What follows belongs to an exercise in optimizing a design on an open flow for small area, a short achievable clock period and few clock cycles; a production flow would make more cautious choices. Function was checked by simulation only, so behaviour that the tests miss may differ from the original. Power and IR drop assume default switching activity.

### flow/run.sh
#!/bin/bash
set -euo pipefail
export BUFFER_PORTS_ARGS="-buffer_cell sky130_fd_sc_hd__buf_1"
export SETUP_SLACK_MARGIN=6.5
bash standard.sh > standard.log 2>&1
### standard.sh
#!/bin/bash
# synth_recipe.tcl (not shown) runs the flow's synth.tcl, then flattens the netlist and writes it again
# the make line also repeats each setting of config.mk as NAME=value (left out here)
make -C /OpenROAD-flow-scripts/flow DESIGN_CONFIG=/design/flow/config.mk WORK_HOME=/design/flow/orfs CLKGATE_MAP_FILE= SYNTH_SCRIPT=/design/flow/synth_recipe.tcl "${@:-finish}"
### config.mk
export PLATFORM = sky130hd
export DESIGN_NAME = inv16_core
export DESIGN_NICKNAME = inv16_core
export VERILOG_FILES = /design/flow/design.v
export SDC_FILE = /design/flow/constraint.sdc
export NUM_CORES = 4
export LEC_CHECK = 0
export CAP_MARGIN = 30
export CORE_MARGIN = 2
export CORE_UTILIZATION = 45
export CTS_BUF_LIST = sky130_fd_sc_hd__clkbuf_4 sky130_fd_sc_hd__clkbuf_8
export SLEW_MARGIN = 30
export TNS_END_PERCENT = 10
### constraint.sdc
create_clock -name core_clock -period 11.0 [get_ports {clk}]
set_input_delay 2.2000 -clock core_clock [delete_from_list [all_inputs] [get_ports {clk}]]
set_output_delay 2.2000 -clock core_clock [all_outputs]
set_load 0.01 [all_outputs]
### design.v
module inv16_core (
    input  wire         clk,
    input  wire         rst,           
    input  wire         start,         
    input  wire [15:0]  nsteps,        
    output wire         busy,
    input  wire         hw_we,
    input  wire [4:0]   hw_sel,        
    input  wire [15:0]  hw_data,
    output wire [255:0] regs,          
    output wire [15:0]  pc_o,
    output wire         dir_o,         
    output wire [1:0]   err_o,
    output wire         halted_o,
    output wire         brk_o,         
    output reg          mem_req,
    output reg          mem_we,
    output reg  [15:0]  mem_addr,
    output wire [15:0]  mem_wdata,     
    input  wire         mem_ack,
    input  wire [15:0]  mem_rdata      
);
    localparam S_IDLE  = 4'd0;
    localparam S_FETCH = 4'd1;    
    localparam S_EXEC  = 4'd2;    
    localparam S_SRMW  = 4'd3;    
    localparam S_DIV   = 4'd4;    
    localparam S_MUL   = 4'd5;    
    localparam S_SRR   = 4'd6;    
    localparam S_DRAIN = 4'd7;    
    localparam S_DIVA  = 4'd8;    
    localparam S_UNDO  = 4'd9;    
    localparam S_TWIN  = 4'd10;   
    localparam OP_ADD = 4'h0, OP_SUB = 4'h1, OP_ROR = 4'h2, OP_ROL = 4'h3;
    localparam OP_SHR = 4'h4, OP_SHL = 4'h5, OP_AND = 4'h6, OP_ORA = 4'h7;
    localparam OP_MUL = 4'h8, OP_DIV = 4'h9, OP_CMP = 4'hA, OP_JEQ = 4'hB;
    localparam OP_XRI = 4'hC, OP_SRR = 4'hD, OP_SRM = 4'hE, OP_BRK = 4'hF;
    localparam ERR_NONE = 2'd0, ERR_MISALIGNED = 2'd1;
    localparam ERR_MISMATCHED = 2'd2, ERR_SRR = 2'd3;
    reg [15:0] x [0:15];
    reg [15:0] pc;
    reg        dir;
    reg [1:0]  err;
    reg        halted;
    reg        brk_hit;
    reg [3:0]  state;
    reg        req_q;          
    reg        start_ok;       
    reg [15:0] ir;
    reg [15:0] oa, ob, oc;     
    reg        sub_q;          
    reg        eqk;            
    reg        f_sum, f_shr, f_shl, f_and, f_or, f_cmp, f_xri, f_div, f_srm;
    reg [15:0] steps_left;
    reg        last;           
    reg [15:0] dr;
    reg [15:0] dq;
    reg [3:0]  dcnt;           
    reg [3:0]  ufa;            
    genvar gi;
    generate
        for (gi = 0; gi < 16; gi = gi + 1) begin : g_regs
            assign regs[16*gi +: 16] = x[gi];
        end
    endgenerate
    assign busy     = (state != S_IDLE);
    assign pc_o     = pc;
    assign dir_o    = dir;
    assign err_o    = err;
    assign halted_o = halted;
    assign brk_o    = brk_hit;
    wire [7:0] byte1 = ir[15:8];
    wire [3:0] op = ir[7:4];
    wire [3:0] fa = ir[3:0];
    wire [3:0] fb = ir[15:12];
    wire [3:0] fc = ir[11:8];
    wire [3:0] sh = oc[3:0];
    reg  [15:0] pc_next;       
    wire [15:0] sum    = ob + (oc ^ {16{sub_q}}) + {15'd0, sub_q};
    wire        eq     = ~|(ob ^ oc);
    wire        lt     = (ob < oc);      
    function [3:0] leadpos(input [15:0] v);
        reg [1:0] g;
        reg [3:0] n;
        begin
            g = (|v[15:12]) ? 2'd3 : (|v[11:8]) ? 2'd2 : (|v[7:4]) ? 2'd1 : 2'd0;
            n = v[4*g +: 4];
            leadpos = {g, (n[3] ? 2'd3 : n[2] ? 2'd2 : n[1] ? 2'd1 : 2'd0)};
        end
    endfunction
    wire [3:0] dn = leadpos(ob) - leadpos(oc);         
    wire       div_zero = lt || (oc == 16'd0);         
    reg  [16:0] sh_in;
    reg  [3:0]  sh_amt;
    always @(*) begin
        if (f_div) begin
            sh_in  = {1'b0, ob};
            sh_amt = ~dcnt;
        end else if (f_shl) begin       
            sh_in  = {1'b0, ob};
            sh_amt = sh;
        end else begin                  
            sh_in  = {ob, 1'b0};
            sh_amt = ~sh;
        end
    end
    wire [31:0] sh_out = {15'd0, sh_in} << sh_amt;
    wire [15:0] alu_f = ({16{f_sum}} & sum)
                      | ({16{f_shr}} & sh_out[31:16])
                      | ({16{f_shl}} & sh_out[15:0])
                      | ({16{f_and}} & (ob & oc))
                      | ({16{f_or}}  & (ob | oc))
                      | ({16{f_cmp}} & (eq ? 16'h0000 : (lt ? 16'hFFFF : 16'h0001)))
                      | ({16{f_xri}} & {8'h00, byte1});
    reg [1:0] p0, p1, p2, p3;
    always @(*) begin
        case (fc[2:0])
            3'd0: {p0, p1, p2, p3} = {2'd0, 2'd1, 2'd2, 2'd3};  
            3'd1: {p0, p1, p2, p3} = {2'd1, 2'd0, 2'd2, 2'd3};  
            3'd2: {p0, p1, p2, p3} = {2'd0, 2'd1, 2'd3, 2'd2};  
            3'd3: {p0, p1, p2, p3} = {2'd1, 2'd0, 2'd3, 2'd2};  
            3'd4: {p0, p1, p2, p3} = {2'd2, 2'd3, 2'd0, 2'd1};  
            3'd5: {p0, p1, p2, p3} = {2'd3, 2'd2, 2'd1, 2'd0};  
            3'd6: {p0, p1, p2, p3} = {2'd0, 2'd2, 2'd1, 2'd3};  
            default: {p0, p1, p2, p3} = {2'd3, 2'd1, 2'd2, 2'd0};  
        endcase
    end
    wire        srr_hi = (state == S_SRR);
    wire [1:0]  q_lo   = srr_hi ? p2 : p0;
    wire [1:0]  q_hi   = srr_hi ? p3 : p1;
    wire [31:0] sbytes = {ob, oa};
    wire [15:0] srr_out = {sbytes[8*q_hi +: 8], sbytes[8*q_lo +: 8]};
    wire [16:0] div_trial = {dr, dq[15]} - {1'b0, oc};
    wire        div_bit   = ~div_trial[16];
    wire [15:0] div_q     = {dq[14:0], div_bit};
    wire mcs_1 = (ob[13] & oc[0]) ^ (ob[12] & oc[1]);
    wire mcs_2 = (ob[13] & oc[0]) & (ob[12] & oc[1]);
    wire mcs_3 = (ob[14] & oc[0]) ^ (ob[13] & oc[1]) ^ (ob[12] & oc[2]);
    wire mcs_4 = ((ob[14] & oc[0]) & (ob[13] & oc[1])) | ((ob[14] & oc[0]) & (ob[12] & oc[2])) | ((ob[13] & oc[1]) & (ob[12] & oc[2]));
    wire mcs_5 = (ob[11] & oc[3]) ^ (ob[10] & oc[4]);
    wire mcs_6 = (ob[11] & oc[3]) & (ob[10] & oc[4]);
    wire mcs_7 = (ob[15] & oc[0]) ^ (ob[14] & oc[1]) ^ (ob[13] & oc[2]);
    wire mcs_8 = ((ob[15] & oc[0]) & (ob[14] & oc[1])) | ((ob[15] & oc[0]) & (ob[13] & oc[2])) | ((ob[14] & oc[1]) & (ob[13] & oc[2]));
    wire mcs_9 = (ob[12] & oc[3]) ^ (ob[11] & oc[4]) ^ (ob[10] & oc[5]);
    wire mcs_10 = ((ob[12] & oc[3]) & (ob[11] & oc[4])) | ((ob[12] & oc[3]) & (ob[10] & oc[5])) | ((ob[11] & oc[4]) & (ob[10] & oc[5]));
    wire mcs_11 = (ob[9] & oc[6]) ^ (ob[8] & oc[7]);
    wire mcs_12 = (ob[9] & oc[6]) & (ob[8] & oc[7]);
    wire mcs_13 = (ob[9] & oc[0]) ^ (ob[8] & oc[1]);
    wire mcs_14 = (ob[9] & oc[0]) & (ob[8] & oc[1]);
    wire mcs_15 = (ob[10] & oc[0]) ^ (ob[9] & oc[1]) ^ (ob[8] & oc[2]);
    wire mcs_16 = ((ob[10] & oc[0]) & (ob[9] & oc[1])) | ((ob[10] & oc[0]) & (ob[8] & oc[2])) | ((ob[9] & oc[1]) & (ob[8] & oc[2]));
    wire mcs_17 = (ob[7] & oc[3]) ^ (ob[6] & oc[4]);
    wire mcs_18 = (ob[7] & oc[3]) & (ob[6] & oc[4]);
    wire mcs_19 = (ob[11] & oc[0]) ^ (ob[10] & oc[1]) ^ (ob[9] & oc[2]);
    wire mcs_20 = ((ob[11] & oc[0]) & (ob[10] & oc[1])) | ((ob[11] & oc[0]) & (ob[9] & oc[2])) | ((ob[10] & oc[1]) & (ob[9] & oc[2]));
    wire mcs_21 = (ob[8] & oc[3]) ^ (ob[7] & oc[4]) ^ (ob[6] & oc[5]);
    wire mcs_22 = ((ob[8] & oc[3]) & (ob[7] & oc[4])) | ((ob[8] & oc[3]) & (ob[6] & oc[5])) | ((ob[7] & oc[4]) & (ob[6] & oc[5]));
    wire mcs_23 = (ob[5] & oc[6]) ^ (ob[4] & oc[7]);
    wire mcs_24 = (ob[5] & oc[6]) & (ob[4] & oc[7]);
    wire mcs_25 = (ob[12] & oc[0]) ^ (ob[11] & oc[1]) ^ (ob[10] & oc[2]);
    wire mcs_26 = ((ob[12] & oc[0]) & (ob[11] & oc[1])) | ((ob[12] & oc[0]) & (ob[10] & oc[2])) | ((ob[11] & oc[1]) & (ob[10] & oc[2]));
    wire mcs_27 = (ob[9] & oc[3]) ^ (ob[8] & oc[4]) ^ (ob[7] & oc[5]);
    wire mcs_28 = ((ob[9] & oc[3]) & (ob[8] & oc[4])) | ((ob[9] & oc[3]) & (ob[7] & oc[5])) | ((ob[8] & oc[4]) & (ob[7] & oc[5]));
    wire mcs_29 = (ob[6] & oc[6]) ^ (ob[5] & oc[7]) ^ (ob[4] & oc[8]);
    wire mcs_30 = ((ob[6] & oc[6]) & (ob[5] & oc[7])) | ((ob[6] & oc[6]) & (ob[4] & oc[8])) | ((ob[5] & oc[7]) & (ob[4] & oc[8]));
    wire mcs_31 = (ob[3] & oc[9]) ^ (ob[2] & oc[10]);
    wire mcs_32 = (ob[3] & oc[9]) & (ob[2] & oc[10]);
    wire mcs_33 = (ob[11] & oc[2]) ^ (ob[10] & oc[3]) ^ (ob[9] & oc[4]);
    wire mcs_34 = ((ob[11] & oc[2]) & (ob[10] & oc[3])) | ((ob[11] & oc[2]) & (ob[9] & oc[4])) | ((ob[10] & oc[3]) & (ob[9] & oc[4]));
    wire mcs_35 = (ob[8] & oc[5]) ^ (ob[7] & oc[6]) ^ (ob[6] & oc[7]);
    wire mcs_36 = ((ob[8] & oc[5]) & (ob[7] & oc[6])) | ((ob[8] & oc[5]) & (ob[6] & oc[7])) | ((ob[7] & oc[6]) & (ob[6] & oc[7]));
    wire mcs_37 = (ob[5] & oc[8]) ^ (ob[4] & oc[9]) ^ (ob[3] & oc[10]);
    wire mcs_38 = ((ob[5] & oc[8]) & (ob[4] & oc[9])) | ((ob[5] & oc[8]) & (ob[3] & oc[10])) | ((ob[4] & oc[9]) & (ob[3] & oc[10]));
    wire mcs_39 = (ob[2] & oc[11]) ^ (ob[1] & oc[12]) ^ (ob[0] & oc[13]);
    wire mcs_40 = ((ob[2] & oc[11]) & (ob[1] & oc[12])) | ((ob[2] & oc[11]) & (ob[0] & oc[13])) | ((ob[1] & oc[12]) & (ob[0] & oc[13]));
    wire mcs_41 = mcs_2 ^ (ob[9] & oc[5]) ^ (ob[8] & oc[6]);
    wire mcs_42 = (mcs_2 & (ob[9] & oc[5])) | (mcs_2 & (ob[8] & oc[6])) | ((ob[9] & oc[5]) & (ob[8] & oc[6]));
    wire mcs_43 = (ob[7] & oc[7]) ^ (ob[6] & oc[8]) ^ (ob[5] & oc[9]);
    wire mcs_44 = ((ob[7] & oc[7]) & (ob[6] & oc[8])) | ((ob[7] & oc[7]) & (ob[5] & oc[9])) | ((ob[6] & oc[8]) & (ob[5] & oc[9]));
    wire mcs_45 = (ob[4] & oc[10]) ^ (ob[3] & oc[11]) ^ (ob[2] & oc[12]);
    wire mcs_46 = ((ob[4] & oc[10]) & (ob[3] & oc[11])) | ((ob[4] & oc[10]) & (ob[2] & oc[12])) | ((ob[3] & oc[11]) & (ob[2] & oc[12]));
    wire mcs_47 = (ob[1] & oc[13]) ^ (ob[0] & oc[14]) ^ mcs_3;
    wire mcs_48 = ((ob[1] & oc[13]) & (ob[0] & oc[14])) | ((ob[1] & oc[13]) & mcs_3) | ((ob[0] & oc[14]) & mcs_3);
    wire mcs_49 = mcs_4 ^ mcs_6 ^ (ob[7] & oc[8]);
    wire mcs_50 = (mcs_4 & mcs_6) | (mcs_4 & (ob[7] & oc[8])) | (mcs_6 & (ob[7] & oc[8]));
    wire mcs_51 = (ob[6] & oc[9]) ^ (ob[5] & oc[10]) ^ (ob[4] & oc[11]);
    wire mcs_52 = ((ob[6] & oc[9]) & (ob[5] & oc[10])) | ((ob[6] & oc[9]) & (ob[4] & oc[11])) | ((ob[5] & oc[10]) & (ob[4] & oc[11]));
    wire mcs_53 = (ob[3] & oc[12]) ^ (ob[2] & oc[13]) ^ (ob[1] & oc[14]);
    wire mcs_54 = ((ob[3] & oc[12]) & (ob[2] & oc[13])) | ((ob[3] & oc[12]) & (ob[1] & oc[14])) | ((ob[2] & oc[13]) & (ob[1] & oc[14]));
    wire mcs_55 = (ob[0] & oc[15]) ^ mcs_7 ^ mcs_9;
    wire mcs_56 = ((ob[0] & oc[15]) & mcs_7) | ((ob[0] & oc[15]) & mcs_9) | (mcs_7 & mcs_9);
    wire mcs_57 = (ob[6] & oc[0]) ^ (ob[5] & oc[1]);
    wire mcs_58 = (ob[6] & oc[0]) & (ob[5] & oc[1]);
    wire mcs_59 = (ob[7] & oc[0]) ^ (ob[6] & oc[1]) ^ (ob[5] & oc[2]);
    wire mcs_60 = ((ob[7] & oc[0]) & (ob[6] & oc[1])) | ((ob[7] & oc[0]) & (ob[5] & oc[2])) | ((ob[6] & oc[1]) & (ob[5] & oc[2]));
    wire mcs_61 = (ob[4] & oc[3]) ^ (ob[3] & oc[4]);
    wire mcs_62 = (ob[4] & oc[3]) & (ob[3] & oc[4]);
    wire mcs_63 = (ob[8] & oc[0]) ^ (ob[7] & oc[1]) ^ (ob[6] & oc[2]);
    wire mcs_64 = ((ob[8] & oc[0]) & (ob[7] & oc[1])) | ((ob[8] & oc[0]) & (ob[6] & oc[2])) | ((ob[7] & oc[1]) & (ob[6] & oc[2]));
    wire mcs_65 = (ob[5] & oc[3]) ^ (ob[4] & oc[4]) ^ (ob[3] & oc[5]);
    wire mcs_66 = ((ob[5] & oc[3]) & (ob[4] & oc[4])) | ((ob[5] & oc[3]) & (ob[3] & oc[5])) | ((ob[4] & oc[4]) & (ob[3] & oc[5]));
    wire mcs_67 = (ob[2] & oc[6]) ^ (ob[1] & oc[7]);
    wire mcs_68 = (ob[2] & oc[6]) & (ob[1] & oc[7]);
    wire mcs_69 = (ob[7] & oc[2]) ^ (ob[6] & oc[3]) ^ (ob[5] & oc[4]);
    wire mcs_70 = ((ob[7] & oc[2]) & (ob[6] & oc[3])) | ((ob[7] & oc[2]) & (ob[5] & oc[4])) | ((ob[6] & oc[3]) & (ob[5] & oc[4]));
    wire mcs_71 = (ob[4] & oc[5]) ^ (ob[3] & oc[6]) ^ (ob[2] & oc[7]);
    wire mcs_72 = ((ob[4] & oc[5]) & (ob[3] & oc[6])) | ((ob[4] & oc[5]) & (ob[2] & oc[7])) | ((ob[3] & oc[6]) & (ob[2] & oc[7]));
    wire mcs_73 = (ob[1] & oc[8]) ^ (ob[0] & oc[9]) ^ mcs_13;
    wire mcs_74 = ((ob[1] & oc[8]) & (ob[0] & oc[9])) | ((ob[1] & oc[8]) & mcs_13) | ((ob[0] & oc[9]) & mcs_13);
    wire mcs_75 = mcs_14 ^ (ob[5] & oc[5]) ^ (ob[4] & oc[6]);
    wire mcs_76 = (mcs_14 & (ob[5] & oc[5])) | (mcs_14 & (ob[4] & oc[6])) | ((ob[5] & oc[5]) & (ob[4] & oc[6]));
    wire mcs_77 = (ob[3] & oc[7]) ^ (ob[2] & oc[8]) ^ (ob[1] & oc[9]);
    wire mcs_78 = ((ob[3] & oc[7]) & (ob[2] & oc[8])) | ((ob[3] & oc[7]) & (ob[1] & oc[9])) | ((ob[2] & oc[8]) & (ob[1] & oc[9]));
    wire mcs_79 = (ob[0] & oc[10]) ^ mcs_15 ^ mcs_17;
    wire mcs_80 = ((ob[0] & oc[10]) & mcs_15) | ((ob[0] & oc[10]) & mcs_17) | (mcs_15 & mcs_17);
    wire mcs_81 = mcs_16 ^ mcs_18 ^ (ob[3] & oc[8]);
    wire mcs_82 = (mcs_16 & mcs_18) | (mcs_16 & (ob[3] & oc[8])) | (mcs_18 & (ob[3] & oc[8]));
    wire mcs_83 = (ob[2] & oc[9]) ^ (ob[1] & oc[10]) ^ (ob[0] & oc[11]);
    wire mcs_84 = ((ob[2] & oc[9]) & (ob[1] & oc[10])) | ((ob[2] & oc[9]) & (ob[0] & oc[11])) | ((ob[1] & oc[10]) & (ob[0] & oc[11]));
    wire mcs_85 = mcs_19 ^ mcs_21 ^ mcs_23;
    wire mcs_86 = (mcs_19 & mcs_21) | (mcs_19 & mcs_23) | (mcs_21 & mcs_23);
    wire mcs_87 = mcs_20 ^ mcs_22 ^ mcs_24;
    wire mcs_88 = (mcs_20 & mcs_22) | (mcs_20 & mcs_24) | (mcs_22 & mcs_24);
    wire mcs_89 = (ob[1] & oc[11]) ^ (ob[0] & oc[12]) ^ mcs_25;
    wire mcs_90 = ((ob[1] & oc[11]) & (ob[0] & oc[12])) | ((ob[1] & oc[11]) & mcs_25) | ((ob[0] & oc[12]) & mcs_25);
    wire mcs_91 = mcs_27 ^ mcs_29 ^ mcs_31;
    wire mcs_92 = (mcs_27 & mcs_29) | (mcs_27 & mcs_31) | (mcs_29 & mcs_31);
    wire mcs_93 = mcs_26 ^ mcs_28 ^ mcs_30;
    wire mcs_94 = (mcs_26 & mcs_28) | (mcs_26 & mcs_30) | (mcs_28 & mcs_30);
    wire mcs_95 = mcs_32 ^ mcs_1 ^ mcs_33;
    wire mcs_96 = (mcs_32 & mcs_1) | (mcs_32 & mcs_33) | (mcs_1 & mcs_33);
    wire mcs_97 = mcs_35 ^ mcs_37 ^ mcs_39;
    wire mcs_98 = (mcs_35 & mcs_37) | (mcs_35 & mcs_39) | (mcs_37 & mcs_39);
    wire mcs_99 = mcs_34 ^ mcs_36 ^ mcs_38;
    wire mcs_100 = (mcs_34 & mcs_36) | (mcs_34 & mcs_38) | (mcs_36 & mcs_38);
    wire mcs_101 = mcs_40 ^ mcs_5 ^ mcs_41;
    wire mcs_102 = (mcs_40 & mcs_5) | (mcs_40 & mcs_41) | (mcs_5 & mcs_41);
    wire mcs_103 = mcs_43 ^ mcs_45 ^ mcs_47;
    wire mcs_104 = (mcs_43 & mcs_45) | (mcs_43 & mcs_47) | (mcs_45 & mcs_47);
    wire mcs_105 = mcs_42 ^ mcs_44 ^ mcs_46;
    wire mcs_106 = (mcs_42 & mcs_44) | (mcs_42 & mcs_46) | (mcs_44 & mcs_46);
    wire mcs_107 = mcs_48 ^ mcs_11 ^ mcs_49;
    wire mcs_108 = (mcs_48 & mcs_11) | (mcs_48 & mcs_49) | (mcs_11 & mcs_49);
    wire mcs_109 = mcs_51 ^ mcs_53 ^ mcs_55;
    wire mcs_110 = (mcs_51 & mcs_53) | (mcs_51 & mcs_55) | (mcs_53 & mcs_55);
    wire mcs_111 = (ob[4] & oc[0]) ^ (ob[3] & oc[1]);
    wire mcs_112 = (ob[4] & oc[0]) & (ob[3] & oc[1]);
    wire mcs_113 = (ob[5] & oc[0]) ^ (ob[4] & oc[1]) ^ (ob[3] & oc[2]);
    wire mcs_114 = ((ob[5] & oc[0]) & (ob[4] & oc[1])) | ((ob[5] & oc[0]) & (ob[3] & oc[2])) | ((ob[4] & oc[1]) & (ob[3] & oc[2]));
    wire mcs_115 = (ob[2] & oc[3]) ^ (ob[1] & oc[4]);
    wire mcs_116 = (ob[2] & oc[3]) & (ob[1] & oc[4]);
    wire mcs_117 = (ob[4] & oc[2]) ^ (ob[3] & oc[3]) ^ (ob[2] & oc[4]);
    wire mcs_118 = ((ob[4] & oc[2]) & (ob[3] & oc[3])) | ((ob[4] & oc[2]) & (ob[2] & oc[4])) | ((ob[3] & oc[3]) & (ob[2] & oc[4]));
    wire mcs_119 = (ob[1] & oc[5]) ^ (ob[0] & oc[6]) ^ mcs_57;
    wire mcs_120 = ((ob[1] & oc[5]) & (ob[0] & oc[6])) | ((ob[1] & oc[5]) & mcs_57) | ((ob[0] & oc[6]) & mcs_57);
    wire mcs_121 = mcs_58 ^ (ob[2] & oc[5]) ^ (ob[1] & oc[6]);
    wire mcs_122 = (mcs_58 & (ob[2] & oc[5])) | (mcs_58 & (ob[1] & oc[6])) | ((ob[2] & oc[5]) & (ob[1] & oc[6]));
    wire mcs_123 = (ob[0] & oc[7]) ^ mcs_59 ^ mcs_61;
    wire mcs_124 = ((ob[0] & oc[7]) & mcs_59) | ((ob[0] & oc[7]) & mcs_61) | (mcs_59 & mcs_61);
    wire mcs_125 = mcs_60 ^ mcs_62 ^ (ob[0] & oc[8]);
    wire mcs_126 = (mcs_60 & mcs_62) | (mcs_60 & (ob[0] & oc[8])) | (mcs_62 & (ob[0] & oc[8]));
    wire mcs_127 = mcs_63 ^ mcs_65 ^ mcs_67;
    wire mcs_128 = (mcs_63 & mcs_65) | (mcs_63 & mcs_67) | (mcs_65 & mcs_67);
    wire mcs_129 = mcs_64 ^ mcs_66 ^ mcs_68;
    wire mcs_130 = (mcs_64 & mcs_66) | (mcs_64 & mcs_68) | (mcs_66 & mcs_68);
    wire mcs_131 = mcs_69 ^ mcs_71 ^ mcs_73;
    wire mcs_132 = (mcs_69 & mcs_71) | (mcs_69 & mcs_73) | (mcs_71 & mcs_73);
    wire mcs_133 = mcs_70 ^ mcs_72 ^ mcs_74;
    wire mcs_134 = (mcs_70 & mcs_72) | (mcs_70 & mcs_74) | (mcs_72 & mcs_74);
    wire mcs_135 = mcs_75 ^ mcs_77 ^ mcs_79;
    wire mcs_136 = (mcs_75 & mcs_77) | (mcs_75 & mcs_79) | (mcs_77 & mcs_79);
    wire mcs_137 = mcs_76 ^ mcs_78 ^ mcs_80;
    wire mcs_138 = (mcs_76 & mcs_78) | (mcs_76 & mcs_80) | (mcs_78 & mcs_80);
    wire mcs_139 = mcs_81 ^ mcs_83 ^ mcs_85;
    wire mcs_140 = (mcs_81 & mcs_83) | (mcs_81 & mcs_85) | (mcs_83 & mcs_85);
    wire mcs_141 = mcs_82 ^ mcs_84 ^ mcs_86;
    wire mcs_142 = (mcs_82 & mcs_84) | (mcs_82 & mcs_86) | (mcs_84 & mcs_86);
    wire mcs_143 = mcs_87 ^ mcs_89 ^ mcs_91;
    wire mcs_144 = (mcs_87 & mcs_89) | (mcs_87 & mcs_91) | (mcs_89 & mcs_91);
    wire mcs_145 = mcs_88 ^ mcs_90 ^ mcs_92;
    wire mcs_146 = (mcs_88 & mcs_90) | (mcs_88 & mcs_92) | (mcs_90 & mcs_92);
    wire mcs_147 = mcs_93 ^ mcs_95 ^ mcs_97;
    wire mcs_148 = (mcs_93 & mcs_95) | (mcs_93 & mcs_97) | (mcs_95 & mcs_97);
    wire mcs_149 = mcs_94 ^ mcs_96 ^ mcs_98;
    wire mcs_150 = (mcs_94 & mcs_96) | (mcs_94 & mcs_98) | (mcs_96 & mcs_98);
    wire mcs_151 = mcs_99 ^ mcs_101 ^ mcs_103;
    wire mcs_152 = (mcs_99 & mcs_101) | (mcs_99 & mcs_103) | (mcs_101 & mcs_103);
    wire mcs_153 = mcs_100 ^ mcs_102 ^ mcs_104;
    wire mcs_154 = (mcs_100 & mcs_102) | (mcs_100 & mcs_104) | (mcs_102 & mcs_104);
    wire mcs_155 = mcs_105 ^ mcs_107 ^ mcs_109;
    wire mcs_156 = (mcs_105 & mcs_107) | (mcs_105 & mcs_109) | (mcs_107 & mcs_109);
    wire mcs_157 = (ob[3] & oc[0]) ^ (ob[2] & oc[1]);
    wire mcs_158 = (ob[3] & oc[0]) & (ob[2] & oc[1]);
    wire mcs_159 = (ob[2] & oc[2]) ^ (ob[1] & oc[3]) ^ (ob[0] & oc[4]);
    wire mcs_160 = ((ob[2] & oc[2]) & (ob[1] & oc[3])) | ((ob[2] & oc[2]) & (ob[0] & oc[4])) | ((ob[1] & oc[3]) & (ob[0] & oc[4]));
    wire mcs_161 = mcs_112 ^ (ob[0] & oc[5]) ^ mcs_113;
    wire mcs_162 = (mcs_112 & (ob[0] & oc[5])) | (mcs_112 & mcs_113) | ((ob[0] & oc[5]) & mcs_113);
    wire mcs_163 = mcs_114 ^ mcs_116 ^ mcs_117;
    wire mcs_164 = (mcs_114 & mcs_116) | (mcs_114 & mcs_117) | (mcs_116 & mcs_117);
    wire mcs_165 = mcs_118 ^ mcs_120 ^ mcs_121;
    wire mcs_166 = (mcs_118 & mcs_120) | (mcs_118 & mcs_121) | (mcs_120 & mcs_121);
    wire mcs_167 = mcs_122 ^ mcs_124 ^ mcs_125;
    wire mcs_168 = (mcs_122 & mcs_124) | (mcs_122 & mcs_125) | (mcs_124 & mcs_125);
    wire mcs_169 = mcs_126 ^ mcs_128 ^ mcs_129;
    wire mcs_170 = (mcs_126 & mcs_128) | (mcs_126 & mcs_129) | (mcs_128 & mcs_129);
    wire mcs_171 = mcs_130 ^ mcs_132 ^ mcs_133;
    wire mcs_172 = (mcs_130 & mcs_132) | (mcs_130 & mcs_133) | (mcs_132 & mcs_133);
    wire mcs_173 = mcs_134 ^ mcs_136 ^ mcs_137;
    wire mcs_174 = (mcs_134 & mcs_136) | (mcs_134 & mcs_137) | (mcs_136 & mcs_137);
    wire mcs_175 = mcs_138 ^ mcs_140 ^ mcs_141;
    wire mcs_176 = (mcs_138 & mcs_140) | (mcs_138 & mcs_141) | (mcs_140 & mcs_141);
    wire mcs_177 = mcs_142 ^ mcs_144 ^ mcs_145;
    wire mcs_178 = (mcs_142 & mcs_144) | (mcs_142 & mcs_145) | (mcs_144 & mcs_145);
    wire mcs_179 = mcs_146 ^ mcs_148 ^ mcs_149;
    wire mcs_180 = (mcs_146 & mcs_148) | (mcs_146 & mcs_149) | (mcs_148 & mcs_149);
    wire mcs_181 = mcs_150 ^ mcs_152 ^ mcs_153;
    wire mcs_182 = (mcs_150 & mcs_152) | (mcs_150 & mcs_153) | (mcs_152 & mcs_153);
    wire mcs_183 = (ob[2] & oc[0]) ^ (ob[1] & oc[1]);
    wire mcs_184 = (ob[2] & oc[0]) & (ob[1] & oc[1]);
    wire mcs_185 = (ob[1] & oc[2]) ^ (ob[0] & oc[3]) ^ mcs_157;
    wire mcs_186 = ((ob[1] & oc[2]) & (ob[0] & oc[3])) | ((ob[1] & oc[2]) & mcs_157) | ((ob[0] & oc[3]) & mcs_157);
    wire mcs_187 = mcs_158 ^ mcs_111 ^ mcs_159;
    wire mcs_188 = (mcs_158 & mcs_111) | (mcs_158 & mcs_159) | (mcs_111 & mcs_159);
    wire mcs_189 = mcs_160 ^ mcs_115 ^ mcs_161;
    wire mcs_190 = (mcs_160 & mcs_115) | (mcs_160 & mcs_161) | (mcs_115 & mcs_161);
    wire mcs_191 = mcs_162 ^ mcs_119 ^ mcs_163;
    wire mcs_192 = (mcs_162 & mcs_119) | (mcs_162 & mcs_163) | (mcs_119 & mcs_163);
    wire mcs_193 = mcs_164 ^ mcs_123 ^ mcs_165;
    wire mcs_194 = (mcs_164 & mcs_123) | (mcs_164 & mcs_165) | (mcs_123 & mcs_165);
    wire mcs_195 = mcs_166 ^ mcs_127 ^ mcs_167;
    wire mcs_196 = (mcs_166 & mcs_127) | (mcs_166 & mcs_167) | (mcs_127 & mcs_167);
    wire mcs_197 = mcs_168 ^ mcs_131 ^ mcs_169;
    wire mcs_198 = (mcs_168 & mcs_131) | (mcs_168 & mcs_169) | (mcs_131 & mcs_169);
    wire mcs_199 = mcs_170 ^ mcs_135 ^ mcs_171;
    wire mcs_200 = (mcs_170 & mcs_135) | (mcs_170 & mcs_171) | (mcs_135 & mcs_171);
    wire mcs_201 = mcs_172 ^ mcs_139 ^ mcs_173;
    wire mcs_202 = (mcs_172 & mcs_139) | (mcs_172 & mcs_173) | (mcs_139 & mcs_173);
    wire mcs_203 = mcs_174 ^ mcs_143 ^ mcs_175;
    wire mcs_204 = (mcs_174 & mcs_143) | (mcs_174 & mcs_175) | (mcs_143 & mcs_175);
    wire mcs_205 = mcs_176 ^ mcs_147 ^ mcs_177;
    wire mcs_206 = (mcs_176 & mcs_147) | (mcs_176 & mcs_177) | (mcs_147 & mcs_177);
    wire mcs_207 = mcs_178 ^ mcs_151 ^ mcs_179;
    wire mcs_208 = (mcs_178 & mcs_151) | (mcs_178 & mcs_179) | (mcs_151 & mcs_179);
    wire mcs_209 = mcs_180 ^ mcs_155 ^ mcs_181;
    wire mcs_210 = (mcs_180 & mcs_155) | (mcs_180 & mcs_181) | (mcs_155 & mcs_181);
    wire [15:0] mul_s = {mcs_208, mcs_206, mcs_204, mcs_202, mcs_200, mcs_198, mcs_196, mcs_194, mcs_192, mcs_190, mcs_188, mcs_186, mcs_184, (ob[0] & oc[2]), (ob[1] & oc[0]), (ob[0] & oc[0])};
    wire [15:0] mul_c = {mcs_209, mcs_207, mcs_205, mcs_203, mcs_201, mcs_199, mcs_197, mcs_195, mcs_193, mcs_191, mcs_189, mcs_187, mcs_185, mcs_183, (ob[0] & oc[1]), 1'b0};
    wire [15:0] mul_q = dr + dq;
    wire twin_ok = (mem_rdata == ir);
    reg [15:0] pc_d;
    reg [15:0] base_addr;
    always @(*) begin
        mem_req   = req_q || (start && start_ok);
        mem_we    = 1'b0;
        base_addr = pc_next;
        case (state)
            S_IDLE, S_FETCH, S_DRAIN: base_addr = pc;
            S_EXEC:  if (f_srm) base_addr = ob;
            S_SRMW:  begin mem_we = 1'b1; base_addr = ob; end
            S_TWIN:  base_addr = oa;
            default: ;
        endcase
    end
    wire twin_now = (state == S_EXEC) && (op == OP_JEQ) && eqk && !oa[0];
    always @(*) mem_addr = twin_now ? oa : base_addr;
    assign mem_wdata = oa;
    reg done, ld;
    always @(*) begin
        done = 1'b0;
        ld   = 1'b0;
        case (state)
            S_IDLE:  ld = start && err == ERR_NONE && !halted && nsteps != 16'd0 && mem_ack;
            S_FETCH: ld = mem_ack;
            S_EXEC:  if (mem_ack) begin
                case (op)
                    OP_BRK, OP_SRM, OP_MUL, OP_SRR: ;
                    OP_JEQ:  done = !eq || (eqk && !oa[0]);    
                    OP_DIV:  done = div_zero;
                    default: done = 1'b1;
                endcase
            end
            S_MUL, S_SRR, S_TWIN: done = mem_ack;
            S_DIV:   done = (dcnt == 4'd0) && mem_ack;
            default: ;
        endcase
        if (done && !last) ld = 1'b1;
    end
    reg        we;
    reg [3:0]  wa;
    reg [15:0] wd;
    always @(*) begin
        we = 1'b0;
        wa = fa;
        wd = oa ^ alu_f;
        case (state)
            S_IDLE: begin
                we = hw_we && !start && !hw_sel[4];
                wa = hw_sel[3:0];
                wd = hw_data;
            end
            S_EXEC: if (mem_ack) begin
                case (op)
                    OP_DIV, OP_BRK, OP_SRM, OP_MUL: ;
                    OP_SRR: begin
                        we = !fc[3];
                        wd = srr_out;
                    end
                    OP_JEQ: begin
                        we = eqk && !oa[0];
                        wd = pc;
                    end
                    default: we = 1'b1;
                endcase
            end
            S_TWIN: begin
                we = mem_ack;
                wd = dr;           
            end
            S_SRMW: begin
                we = mem_ack;
                wd = dr;
            end
            S_MUL: begin
                we = mem_ack;
                wd = oa ^ mul_q;
            end
            S_SRR: begin
                we = mem_ack;
                wa = fb;
                wd = srr_out;
            end
            S_DIV: begin
                we = (dcnt == 4'd0) && mem_ack;
                wd = oa ^ div_q;
            end
            S_UNDO: begin
                we = 1'b1;
                wa = ufa;
                wd = dq;
            end
            default: ;
        endcase
    end
    function [15:0] rdport(input [3:0] sel, input [255:0] r);
        integer k;
        begin
            rdport = 16'h0000;
            for (k = 0; k < 16; k = k + 1)
                rdport = rdport | (r[16*k +: 16] & {16{sel == k}});
        end
    endfunction
    wire [3:0]  na = mem_rdata[3:0];
    wire [3:0]  nb = mem_rdata[15:12];
    wire [3:0]  nc = mem_rdata[11:8];
    wire [15:0] ra = (we && wa == na) ? wd : rdport(na, regs);
    wire [15:0] rb = (we && wa == nb) ? wd : rdport(nb, regs);
    wire [15:0] rc = (we && wa == nc) ? wd : rdport(nc, regs);
    wire        eqk_d = (nb == nc);
    always @(posedge clk) begin
        if (ld) begin
            ir <= mem_rdata;
            oa <= ra;
            ob <= rb;
            oc <= rc;
            sub_q <= (mem_rdata[7:4] != OP_ADD);
            eqk   <= eqk_d;
            f_sum <= (mem_rdata[7:4] == OP_ADD) || (mem_rdata[7:4] == OP_SUB);
            f_shr <= (mem_rdata[7:4] == OP_ROR) || (mem_rdata[7:4] == OP_SHR);
            f_shl <= (mem_rdata[7:4] == OP_ROL) || (mem_rdata[7:4] == OP_SHL);
            f_and <= (mem_rdata[7:4] == OP_AND);
            f_or  <= (mem_rdata[7:4] == OP_ORA);
            f_cmp <= (mem_rdata[7:4] == OP_CMP);
            f_xri <= (mem_rdata[7:4] == OP_XRI);
            f_div <= (mem_rdata[7:4] == OP_DIV);
            f_srm <= (mem_rdata[7:4] == OP_SRM);
        end
    end
    reg [3:0] sn;
    reg [1:0] en;
    reg       hn;
    reg [3:0] cn;
    always @(posedge clk) begin
        pc <= pc_d;
        sn = state;
        en = err;
        hn = halted;
        cn = dcnt;
        if (rst) begin
            dir        <= 1'b0;
            en        = ERR_NONE;
            hn     = 1'b0;
            brk_hit    <= 1'b0;
            sn      = S_IDLE;
        end else begin
            if (done) begin
                steps_left <= steps_left - 16'd1;
                last       <= (steps_left == 16'd2);
                sn      = last ? S_IDLE : S_EXEC;
            end
            case (state)
                S_IDLE: begin
                    if (start) begin
                        brk_hit    <= 1'b0;
                        steps_left <= nsteps;
                        last       <= (nsteps == 16'd1);
                        if (err == ERR_NONE && !halted) begin
                            if (nsteps == 16'd0)
                                sn = mem_ack ? S_IDLE : S_DRAIN;
                            else
                                sn = mem_ack ? S_EXEC : S_FETCH;
                        end
                    end else if (hw_we) begin
                        case (hw_sel)
                            5'd17:   dir <= hw_data[0];
                            5'd18:   en = hw_data[1:0];
                            default: ;
                        endcase
                    end
                end
                S_DRAIN: if (mem_ack) sn = S_IDLE;
                S_FETCH: if (mem_ack) sn = S_EXEC;
                S_EXEC: if (mem_ack) begin
                    case (op)
                        OP_BRK: begin
                            brk_hit <= 1'b1;
                            if (fa == 4'hF && fb == 4'hF)
                                hn = 1'b1;
                            sn = S_IDLE;
                        end
                        OP_SRR: begin
                            if (fc[3]) begin
                                en   = ERR_SRR;
                                sn = S_IDLE;
                            end else begin
                                sn = S_SRR;
                            end
                        end
                        OP_JEQ: begin
                            dr  <= pc;
                            dq  <= oa;
                            ufa <= fa;
                            if (eqk) begin
                                if (oa[0]) begin
                                    en   = ERR_MISALIGNED;
                                    sn = S_IDLE;
                                end else if (!twin_ok) begin
                                    en   = ERR_MISMATCHED;
                                    sn = S_UNDO;
                                end
                            end else if (eq) begin
                                if (oa[0]) begin
                                    en   = ERR_MISALIGNED;
                                    sn = S_UNDO;
                                end else
                                    sn = S_TWIN;
                            end
                        end
                        OP_SRM: begin
                            dr    <= mem_rdata;
                            sn = S_SRMW;
                        end
                        OP_DIV: begin
                            if (!div_zero) begin
                                cn  = dn;
                                sn = S_DIVA;
                            end
                        end
                        OP_MUL: begin
                            dr    <= mul_s;
                            dq    <= mul_c;
                            sn = S_MUL;
                        end
                        default: ;
                    endcase
                end
                S_SRMW: begin
                    if (mem_ack) begin
                        steps_left <= steps_left - 16'd1;
                        last       <= (steps_left == 16'd2);
                        sn      = last ? S_IDLE : S_FETCH;
                    end
                end
                S_MUL, S_SRR: ;
                S_UNDO: sn = S_IDLE;
                S_DIVA: begin
                    {dr, dq} <= sh_out[31:0];
                    sn    = S_DIV;
                end
                S_TWIN: if (mem_ack) begin
                    if (!twin_ok) begin
                        en   = ERR_MISMATCHED;
                        sn = S_UNDO;
                    end
                end
                S_DIV: begin
                    if (dcnt != 4'd0) begin
                        cn = dcnt - 4'd1;
                        dr   <= div_bit ? div_trial[15:0] : {dr[14:0], dq[15]};
                        dq   <= div_q;
                    end
                end
                default: sn = S_IDLE;
            endcase
        end
        state    <= sn;
        err      <= en;
        halted   <= hn;
        dcnt     <= cn;
        req_q    <= (sn == S_FETCH) || (sn == S_DRAIN) || (sn == S_EXEC) || (sn == S_SRMW) ||
                    (sn == S_MUL) || (sn == S_SRR) || (sn == S_TWIN) ||
                    (sn == S_DIV && cn == 4'd0);
        start_ok <= (sn == S_IDLE) && en == ERR_NONE && !hn;
    end
    reg [15:0] pc_adv;
    always @(*) begin
        pc_adv = pc;
        case (state)
            S_EXEC: begin
                case (op)
                    OP_BRK:  if (!(fa == 4'hF && fb == 4'hF)) pc_adv = pc_next;
                    OP_SRR, OP_SRM, OP_MUL: ;
                    OP_JEQ:  if (!eqk) pc_adv = pc_next; else if (!oa[0]) pc_adv = oa;
                    OP_DIV:  if (div_zero) pc_adv = pc_next;
                    default: pc_adv = pc_next;
                endcase
            end
            S_SRMW, S_MUL, S_SRR: pc_adv = pc_next;
            S_DIV:   if (dcnt == 4'd0) pc_adv = pc_next;
            S_UNDO:  pc_adv = dr;
            S_TWIN:  pc_adv = oa;
            default: ;
        endcase
    end
    wire pc_hold = mem_req && !mem_ack;
    always @(*) begin
        if (rst)
            pc_d = 16'h0000;
        else if (state == S_IDLE)
            pc_d = (!start && hw_we && hw_sel == 5'd16) ? hw_data : pc;
        else
            pc_d = pc_hold ? pc : pc_adv;
    end
    wire [15:0] pcn_src = rst ? 16'h0000 : (state == S_IDLE) ? pc : pc_adv;
    wire        pcn_dir = !rst && dir;
    function [15:0] step2(input [15:0] v, input d);
        reg [14:0] t;
        integer i;
        begin
            t = v[15:1] ^ {15{d}};
            step2[0] = v[0];
            step2[1] = ~v[1];
            for (i = 1; i < 15; i = i + 1)
                step2[i + 1] = v[i + 1] ^ (&(t | ~((15'd1 << i) - 15'd1)));
        end
    endfunction
    always @(posedge clk)
        if (rst || state == S_IDLE || !pc_hold)
            pc_next <= step2(pcn_src, pcn_dir);
    wire [15:0] wd_r = rst ? 16'h0000 : wd;
    integer i;
    always @(posedge clk) begin
        for (i = 0; i < 16; i = i + 1)
            if (rst || (we && wa == i))
                x[i] <= wd_r;
    end
endmodule
==> results of run 1 <==
==> cell usage in the layout, fill, tap and decap left out, types with 110 or more instances in the layout <==
master	netlist	final
nor2_1	297	276
a22oi_1	250	250
edfxtp_1	400	400
buf_4	1	232
o21ai_0	151	126
nand3_1	146	143
ha_1	114	110
buf_1	17	363
nand2_1	298	294
inv_1	155	143
a21oi_1	222	218
==> path summary, 6_finish.rpt <==
path / depth (start not counted) / to
worst max register to register: 13 / dr[15]
worst min register to register: 0 / ufa[2]
worst max-delay path: 8 / mem_addr[5]
worst min-delay path: 0 / ufa[2]
==> what timing repair did <==
| item | in CTS | in global routing |
|---|---|---|
| setup endpoints to repair | 420 | 395 |
| gates resized for setup | 87 | 87 |
| buffers inserted | 44 | 61 |
| gates cloned | 4 | 0 |
| pin swaps | 32 | 21 |
==> cells in the mapped netlist (15+ instances only) <==
cell       number  share of area (%)
clkbuf_1      221                2.5
inv_1         155                1.7
buf_1          17               0.19
o211ai_1       22               0.49
a221oi_1      109                2.9
a221o_1        15               0.45
a222oi_1       52                1.6
nand4_1        42               0.79
a21oi_1       222                3.3
nand3_1       146                2.2
mux4_2         16                1.1
o32ai_1        16               0.42
dfxtp_1        31                1.9
a211oi_1       29               0.65
xnor2_1        85                2.2
xor2_1         79                2.1
o21a_1         29               0.65
or2_2          16               0.30
nor3_1        122                1.8
nor2b_1        20               0.37
a31oi_1        22               0.41
nor4_1         29               0.54
a22oi_1       250                5.6
nand2b_1       31               0.58
mux2i_1        54                1.6
nand2_1       298                3.3
a22o_1         81                2.1
o22ai_1        19               0.36
a21o_1         19               0.43
o2111ai_1      17               0.44
o21ai_0       151                2.3
edfxtp_1      400                 36
o221ai_1       25               0.65
nor2_1        297                3.3
ha_1          114                4.3
fa_1           82                4.9
and3_1         18               0.34
==> layer usage <==
metal	wire, um	up-vias	GRT usage [%]
li1	-	14782	-
met1	64790	17444	57.08
met2	77440	3439	68.32
met3	26100	1002	16.18
met4	16500	6	31.40
met5	149	-	0.3127
==> power groups by stage <==
stage,registers (mW),logic [mW],clock network [mW]
4_1_cts,2.46,3.44,1.71
3_5_place_dp,2.50,3.33,0
3_3_place_gp,2.51,3.31,0
5_1_grt,2.49,3.79,1.78
2_1_floorplan,2.42,1.79,0
6_report,2.49,3.65,1.71
==> sequential cells by signal (all words and copies together) (netlist names), 2 cells and up <==
signal and count:
x 256, dq 16, dr 16, ir 16, oa 16, ob 16, oc 16, pc 16
pc_next 16, steps_left 16, dcnt 4, state 4, ufa 4, err 2
==> layout make-up <==
class	count	share of cell area, %
inverter	171	1.779
tap	969	2.998
clock buffer	97	3.038
timing repair buffer	649	10.03
clock inverter	40	1.111
sequential	431	31.27
antenna	7	0.04332
multi-input combinational	2720	49.73
==> logic make-up (layout without fill, tap and decap cells) <==
logic type / after synthesis / after routing / share of synthesized area (%)
AOI/OAI and AO/OA: 1190 / 1190 / 25.71
and+or+nand+nor: 1091 / 1092 / 15.38
DFF: 431 / 431 / 37.74
buffers and inverters: 415 / 957 / 4.744
adders and majority gates: 196 / 196 / 9.166
xor gates and xnor gates: 164 / 164 / 4.291
muxes: 78 / 78 / 2.968
other: 0 / 7 / 0
==> reports/qor.yml, run 1 <==
grt:
  gr-total-overflow: 0
  grt_pass1_wl_mm: 256.1
  grt_util_all_layers_pct: 46.32
  grt_pass1_vias: 33916
  antenna_found_initial: 7
  grt_max_degree: 73
clock_network:
  clockBufferDepth: 3
  cts-buffers-inserted: 75
  cts_tree: "done"
  cts_hold_buffers: 0
  clock-sinks: 431
  htree_levels: 3
  clk_pin_slew_worst_paths_ns: 0.06
  cts_root_buf: "clkbuf_8"
  clock_latency_ns: 0.73
critical_path:
  worst_r2r_startpoint: "oc[0]"
  start_kind: "flop"
  crit_arrival_ns: 2.77
  critPathMaxStageDelay_ns: 0.53
  endpoint_kind: "output port"
  crit_buf_inv: 2
  cp_slowest_cell: "a222oi_1"
  path_class: "reg2out"
  critPathTopFamily: "compound AO/OA/AOI/OAI gates"
  cp_cell_sequence: "and2_4 > a21oi_4 > nor2_4 > a222oi_1 > buf_2 > nand3_1 > o21a_1 > buf_1"
  worstSetupStartpoint: "state[1]"
  critPathRequiredTime_ns: 8.80
  rrSetupSlack_ns: 6.10
  path_max_fanout: 16
routing:
  first_pass_iters: 15
  via_per_inst: 7.213
  route.antenna.remaining_nets: 0
  vias: 36673
  post_drt_wl_per_cell_um: 36.38
  routed_wl_mm: 185.0
  drc: 0
  drt_iter0_markers: 7224
yosys:
  synth.lib_cells_used.distinct: 106
  seq_area_frac_synth_pct: 37.74
  synth-edff-count: 400
  syn_nets: 3819
  synth-seq-cells: 431
  synthesis.area_sq_um: 33470
  synth_ff_type: "edfxtp_1"
  yosysWarnings: 2
  avgSynthCellArea_sq_um: 9.389
  async_flop_share_pct: 0
  synthCells: 3565
min_path:
  min_path_type: "reg2reg"
  worstHoldStart: "ir[2]"
power:
  p_leak_nw: 14.89
  swShare_pct: 45.24
  power_frac_seq_pct: 31.7
  p_clk_share_pct: 21.8
  comb_power_share_pct: 46.5
  p_switching_mw: 3.552
  vdd_drop_max_v: 0.0001442
  p_int_mw: 4.300
  p_total_mw: 7.852
  power_density_nw_per_um2: 194.2
cells_and_area:
  fin_cells: 5084
  area_delta_synth_final_pct: 20.82
  ff_latch_area_sq_um: 12640
  nFillCells: 6829
  drive_above_1_share_pct: 15.24
  final_nets: 4302
  multi_input_area_sq_um: 20110
  finalInstanceArea_sq_um: 40440
  fin_util_pct: 54.59
sta:
  tightest_slew_ns: 1.109
  hold_slack_ns: 0.5071
  worst_slack_ns: 6.032
  report.final.slew_viol_count: 0
  fmax_mhz: 201.3
  relSlewSlack_pct: 25.82
  rsz0062_at_grt: "yes"
  setup_viol_count_final: 0
  period_needed_ns: 4.968
  hold_violations: 0
  post-route-period-util_pct: 45.17
  skew_ns: 0.06550
  tns_ns: 0
floorplanning:
  dieArea_sq_um: 76580
  io_pins: 370
  die_y_um: 276.7
  die_w_um: 276.7
  core_area_sq_um: 74070
  row_count: 100
  start_util_pct: 45.19
placement:
  dpl_cell_area_sq_um: 37020
  dp_hpwl_mm: 130.3
  gp_congestion: 1.037
  post-place-ws_ns: 5.285
  io_buffers: 369
  post-place-cells: 4824
status:
  status: "timing/DRC/antenna clean"
run:
  maxCapViolations: 0
Testbench counts, summed over its fixed seeds: cycles 122,403.
==> run 2, diff against run 1 <==
--- a/design.v
+++ b/design.v
@@ -46,11 +46,12 @@
     reg [3:0]  state;
     reg        req_q;          
     reg        start_ok;       
+    reg        st_busy, st_pc, st_exec, st_srmw, st_twin;    
     reg [15:0] ir;
     reg [15:0] oa, ob, oc;     
     reg        sub_q;          
     reg        eqk;            
-    reg        f_sum, f_shr, f_shl, f_and, f_or, f_cmp, f_xri, f_div, f_srm;
+    reg        f_sum, f_shr, f_shl, f_and, f_or, f_cmp, f_xri, f_div, f_srm, f_jeq;
     reg [15:0] steps_left;
     reg        last;           
     reg [15:0] dr;
@@ -63,7 +64,7 @@
             assign regs[16*gi +: 16] = x[gi];
         end
     endgenerate
-    assign busy     = (state != S_IDLE);
+    assign busy     = st_busy;
     assign pc_o     = pc;
     assign dir_o    = dir;
     assign err_o    = err;
@@ -351,17 +352,17 @@
     reg [15:0] base_addr;
     always @(*) begin
         mem_req   = req_q || (start && start_ok);
-        mem_we    = 1'b0;
-        base_addr = pc_next;
-        case (state)
-            S_IDLE, S_FETCH, S_DRAIN: base_addr = pc;
-            S_EXEC:  if (f_srm) base_addr = ob;
-            S_SRMW:  begin mem_we = 1'b1; base_addr = ob; end
-            S_TWIN:  base_addr = oa;
-            default: ;
-        endcase
+        mem_we    = st_srmw;
+        if (st_pc)
+            base_addr = pc;
+        else if (st_twin)
+            base_addr = oa;
+        else if (st_srmw || (st_exec && f_srm))
+            base_addr = ob;
+        else
+            base_addr = pc_next;
     end
-    wire twin_now = (state == S_EXEC) && (op == OP_JEQ) && eqk && !oa[0];
+    wire twin_now = st_exec && f_jeq && eqk && !oa[0];
     always @(*) mem_addr = twin_now ? oa : base_addr;
     assign mem_wdata = oa;
     reg done, ld;
@@ -473,6 +474,7 @@
             f_xri <= (mem_rdata[7:4] == OP_XRI);
             f_div <= (mem_rdata[7:4] == OP_DIV);
             f_srm <= (mem_rdata[7:4] == OP_SRM);
+            f_jeq <= (mem_rdata[7:4] == OP_JEQ);
         end
     end
     reg [3:0] sn;
@@ -610,6 +612,11 @@
                     (sn == S_MUL) || (sn == S_SRR) || (sn == S_TWIN) ||
                     (sn == S_DIV && cn == 4'd0);
         start_ok <= (sn == S_IDLE) && en == ERR_NONE && !hn;
+        st_busy  <= (sn != S_IDLE);
+        st_pc    <= (sn == S_IDLE) || (sn == S_FETCH) || (sn == S_DRAIN);
+        st_exec  <= (sn == S_EXEC);
+        st_srmw  <= (sn == S_SRMW);
+        st_twin  <= (sn == S_TWIN);
     end
     reg [15:0] pc_adv;
     always @(*) begin
--- a/config.mk
+++ b/config.mk
@@ -8,6 +8,5 @@
 export CAP_MARGIN = 30
 export CORE_MARGIN = 2
 export CORE_UTILIZATION = 45
-export CTS_BUF_LIST = sky130_fd_sc_hd__clkbuf_4 sky130_fd_sc_hd__clkbuf_8
 export SLEW_MARGIN = 30
 export TNS_END_PERCENT = 10
==> reports/qor.yml, run 2 <==
sta:
  fmax_mhz: 202.7  # +0.73%
  tightest_slew_ns: 1.178  # +0.06927 ns
  post-route-period-util_pct: 44.84  # -0.33 points
  relSlewSlack_pct: 21.47  # -4.3 points
  setup_viol_count_final: 0  # unchanged
  hold_slack_ns: 0.5001  # -0.007035 ns
  tns_ns: 0  # unchanged
  skew_ns: 0.05045  # -0.01505 ns
  worst_slack_ns: 6.068  # +0.03605 ns
  rsz0062_at_grt: "yes"
  report.final.slew_viol_count: 0  # unchanged
  period_needed_ns: 4.932  # -0.03605 ns
  hold_violations: 0  # unchanged
critical_path:
  worstSetupStartpoint: "oc[11]"
  rrSetupSlack_ns: 6.07  # -0.03 ns
  crit_arrival_ns: 5.31  # +2.54 ns
  worst_r2r_startpoint: "oc[11]"
  path_class: "reg2reg"
  critPathMaxStageDelay_ns: 0.66  # +0.13 ns
  cp_cell_sequence: "inv_1 > ha_1 > a221oi_1 > o31a_1 > o41ai_4 > buf_4 > o21ai_4 > a221oi_4 > nor3_4 > or4_4 > a2111o_1 > nor4_2 > mux2_1"
  path_max_fanout: 8  # -8
  cp_slowest_cell: "o41ai_4"
  critPathRequiredTime_ns: 11.37  # +2.57 ns
  reg2reg_depth: 13  # unchanged
  r2r-end: "pc_next[15]"
  endpoint_kind: "flop"
  start_kind: "flop"
min_path:
  worstHoldStart: "brk_hit"
  hold_path_depth: 2  # +2
  holdPathEnd: "brk_hit"
  min_path_type: "reg2reg"
cells_and_area:
  final_cell_mix: "edfxtp_1 (401), buf_1 (353), nand2_1 (301), nor2_1 (296), a22oi_1 (265)"
  drive_above_1_share_pct: 14.24  # -0.99 points
  final_nets: 4373  # +1.7%
  finalInstanceArea_sq_um: 40550  # +0.26%
  final_common_cell: "edfxtp_1"
  nFillCells: 6922  # +1.4%
  area_delta_synth_final_pct: 19.24
  top_register: "x"
  largest_register_ffs: 256  # unchanged
status:
  status: "timing/DRC/antenna clean"
yosys:
  yosysWarnings: 2  # unchanged
  yosysMostFrequentCell: "edfxtp_1"
  synth_ff_type: "edfxtp_1"
  synthesis.area_sq_um: 34000  # +1.6%
  synthTopCellsByArea: "edfxtp_1 (35%), a22oi_1 (5.9%), fa_1 (4.8%), ha_1 (4.2%), a21oi_1 (3.6%)"
  async_flop_share_pct: 0  # unchanged
  synth-seq-cells: 437  # +1.4%
  ys_top_cells_by_count: "edfxtp_1 (401), nor2_1 (323), nand2_1 (306), a22oi_1 (265), a21oi_1 (247)"
  syn_nets: 3938  # +3.1%
  seq_area_frac_synth_pct: 37.53  # -0.21 points
  synth.lib_cells_used.distinct: 88  # -17%
  avgSynthCellArea_sq_um: 9.230  # -1.7%
  synth_area_leader_cell: "edfxtp_1"
  yosysTopAreaCellShare_pct: 35.41  # -0.47 points
  synthCells: 3684  # +3.3%
  synth-edff-count: 401  # +0.25%
floorplanning:
  core_area_sq_um: 74570  # +0.68%
  start_util_pct: 45.60  # +0.41 points
  row_count: 100  # unchanged
  die_y_um: 278.9  # +0.78%
  die_w_um: 278.9  # +0.78%
  dieArea_sq_um: 77780  # +1.6%
  io_pins: 370  # unchanged
clock_network:
  clk_pin_slew_worst_paths_ns: 0.06  # about the same
  clockBufferDepth: 3  # unchanged
  cts_root_buf: "clkbuf_16"
  cts-buffers-inserted: 50  # -33%
  htree_levels: 2  # -1
  clock_latency_ns: 0.65  # -0.08 ns
  clock-sinks: 437  # +1.4%
  cts_tree: "done"
grt:
  grt_pass1_vias: 35285  # +4.0%
  antenna_found_initial: 12  # +5
  gr-total-overflow: 0  # unchanged
  grt_util_all_layers_pct: 49.31  # +3.0 points
  grt_max_degree: 70  # -4.1%
  grt_pass1_wl_mm: 272.6  # +6.4%
routing:
  vias: 38056  # +3.8%
  drt_iter0_markers: 7269  # +0.62%
  first_pass_iters: 11  # -4
  post_drt_wl_per_cell_um: 38.66  # +6.2%
  via_per_inst: 7.408  # +2.7%
  routed_wl_mm: 198.6  # +7.4%
  route.antenna.remaining_nets: 0  # unchanged
  drc: 0  # unchanged
placement:
  post-place-ws_ns: 4.934  # -0.3505 ns
  io_buffers: 369  # unchanged
  dp_hpwl_mm: 139.2  # +6.8%
  gp_congestion: 1.057  # +1.9%
  dpl_cell_area_sq_um: 37080  # +0.17%
power:
  p_leak_nw: 14.75  # -0.96%
  power_density_nw_per_um2: 182.2  # -6.2%
  vdd_drop_max_v: 0.0001680  # +16%
  p_total_mw: 7.386  # -5.9%
run:
  maxCapViolations: 0  # unchanged
-- run 2: through the flow --
step / utilization (%) / instances
global placement: 49.68 / 4918
finish: 54.37 / 5137
detailed placement: 49.72 / 4919
global route: 54.34 / 5128
CTS: 53.52 / 5094
floorplan: - / 3684
-- run 2: worst max-delay path by stage --
| stage | slack [ns] | end | cells past startpoint |
|---|---|---|---|
| floorplan | 6.25 | mem_req | 3 |
| finish | 6.07 | pc_next[15] | 13 |
| global placement | 5.11 | pc_next[15] | 13 |
| global route | 6.06 | pc_next[15] | 14 |
| CTS | 6.20 | mem_req | 4 |
| detailed placement | 4.93 | pc_next[15] | 13 |
-- run 2: worst max-delay path, delay by kind of cell, from the launching register on --
kind | cells | cell delay [ns]
AOI/OAI and AO/OA | 6 | 2.01
and+or+nand+nor | 3 | 0.89
adders and majority gates | 1 | 0.42
muxes | 1 | 0.35
buffers and inverters | 2 | 0.50
DFF | 1 | 0.47
-- run 2: layout make-up --
| type | count | area (sq um) | share of cell area (%) |
|---|---|---|---|
| Tap cell | 969 | 1212 | 2.990 |
| Clock inverter | 29 | 379.1 | 0.9350 |
| Inverter | 168 | 740.7 | 1.827 |
| Multi-Input combinational cell | 2818 | 20440 | 50.42 |
| Timing Repair Buffer | 644 | 3686 | 9.091 |
| Antenna cell | 12 | 30.03 | 0.07406 |
| Clock buffer | 60 | 1289 | 3.179 |
| Sequential cell | 437 | 12770 | 31.49 |
-- run 2: where the power goes --
part / internal (mW) / switching, mW / total [mW] / leakage (nW)
clock: 0.986 / 0.772 / 1.76 / 0.793
combinational: 1.06 / 2.11 / 3.17 / 9.64
sequential: 2.10 / 0.363 / 2.46 / 4.32
total: 4.15 / 3.24 / 7.39 / 14.8
-- run 2: repair_timing --
item,4_1_cts,5_1_grt
pin swaps,27,31
endpoints found under the setup margin,464,536
gates resized for setup,136,94
hold buffers,0,0
buffers inserted,85,26
gates cloned,1,2
-- run 2: per-layer routing --
layer	up-vias	track usage, %	part of all wire [%]
li1	15040	-	-
met1	18123	60.73	35
met2	3757	70.96	41
met3	1130	16.88	14
met4	6	37.68	10
met5	-	0.3752	0.018
-- run 2: kinds of logic (layout without fill, tap and decap cells) --
kind of cell | count (synthesis) | after routing | synth area share, %
xor gates and xnor gates | 169 | 169 | 4.353
DFF | 437 | 437 | 37.53
adders and majority gates | 196 | 196 | 9.022
buffers and inverters | 431 | 901 | 4.813
and+or+nand+nor | 1109 | 1109 | 15.10
muxes | 83 | 83 | 3.084
other | 0 | 12 | 0
AOI/OAI and AO/OA | 1259 | 1261 | 26.10
Testbench counts of run 2, summed over its fixed seeds: cycles 122,403.

afterwards: timing with drivers on the ports:
Ports are ideal in the flow. The routed layouts listed here were re-timed in OpenROAD. Step 1: set_driving_cell puts a clkbuf_16 on clk and a buf_2 on each other input, an assumption about the parent block. Step 2 moves the port delays by t, midway between the first and last clock arrival at a register: inputs arrive t later, outputs are due t later. That takes back most of the time a late clock gives input paths. a / b / c = ideal / step 1 / step 2; a / b = the first two.
run	shift t [ns]	setup WS [ns]	worst setup path at the end	clock arrival spread, ns	pins driven straight from the clock port
run 1	0.760	6.032 / 5.964 / 5.702	input to register	0.067 / 0.067	1
run 2	0.697	6.068 / 6.049 / 5.820	input to register	0.050 / 0.051	1
After both steps setup and hold are still met in every run listed. The setup slack of run 1, which loses most, moves by -0.068 ns with the drivers and by -0.330 ns with both steps.
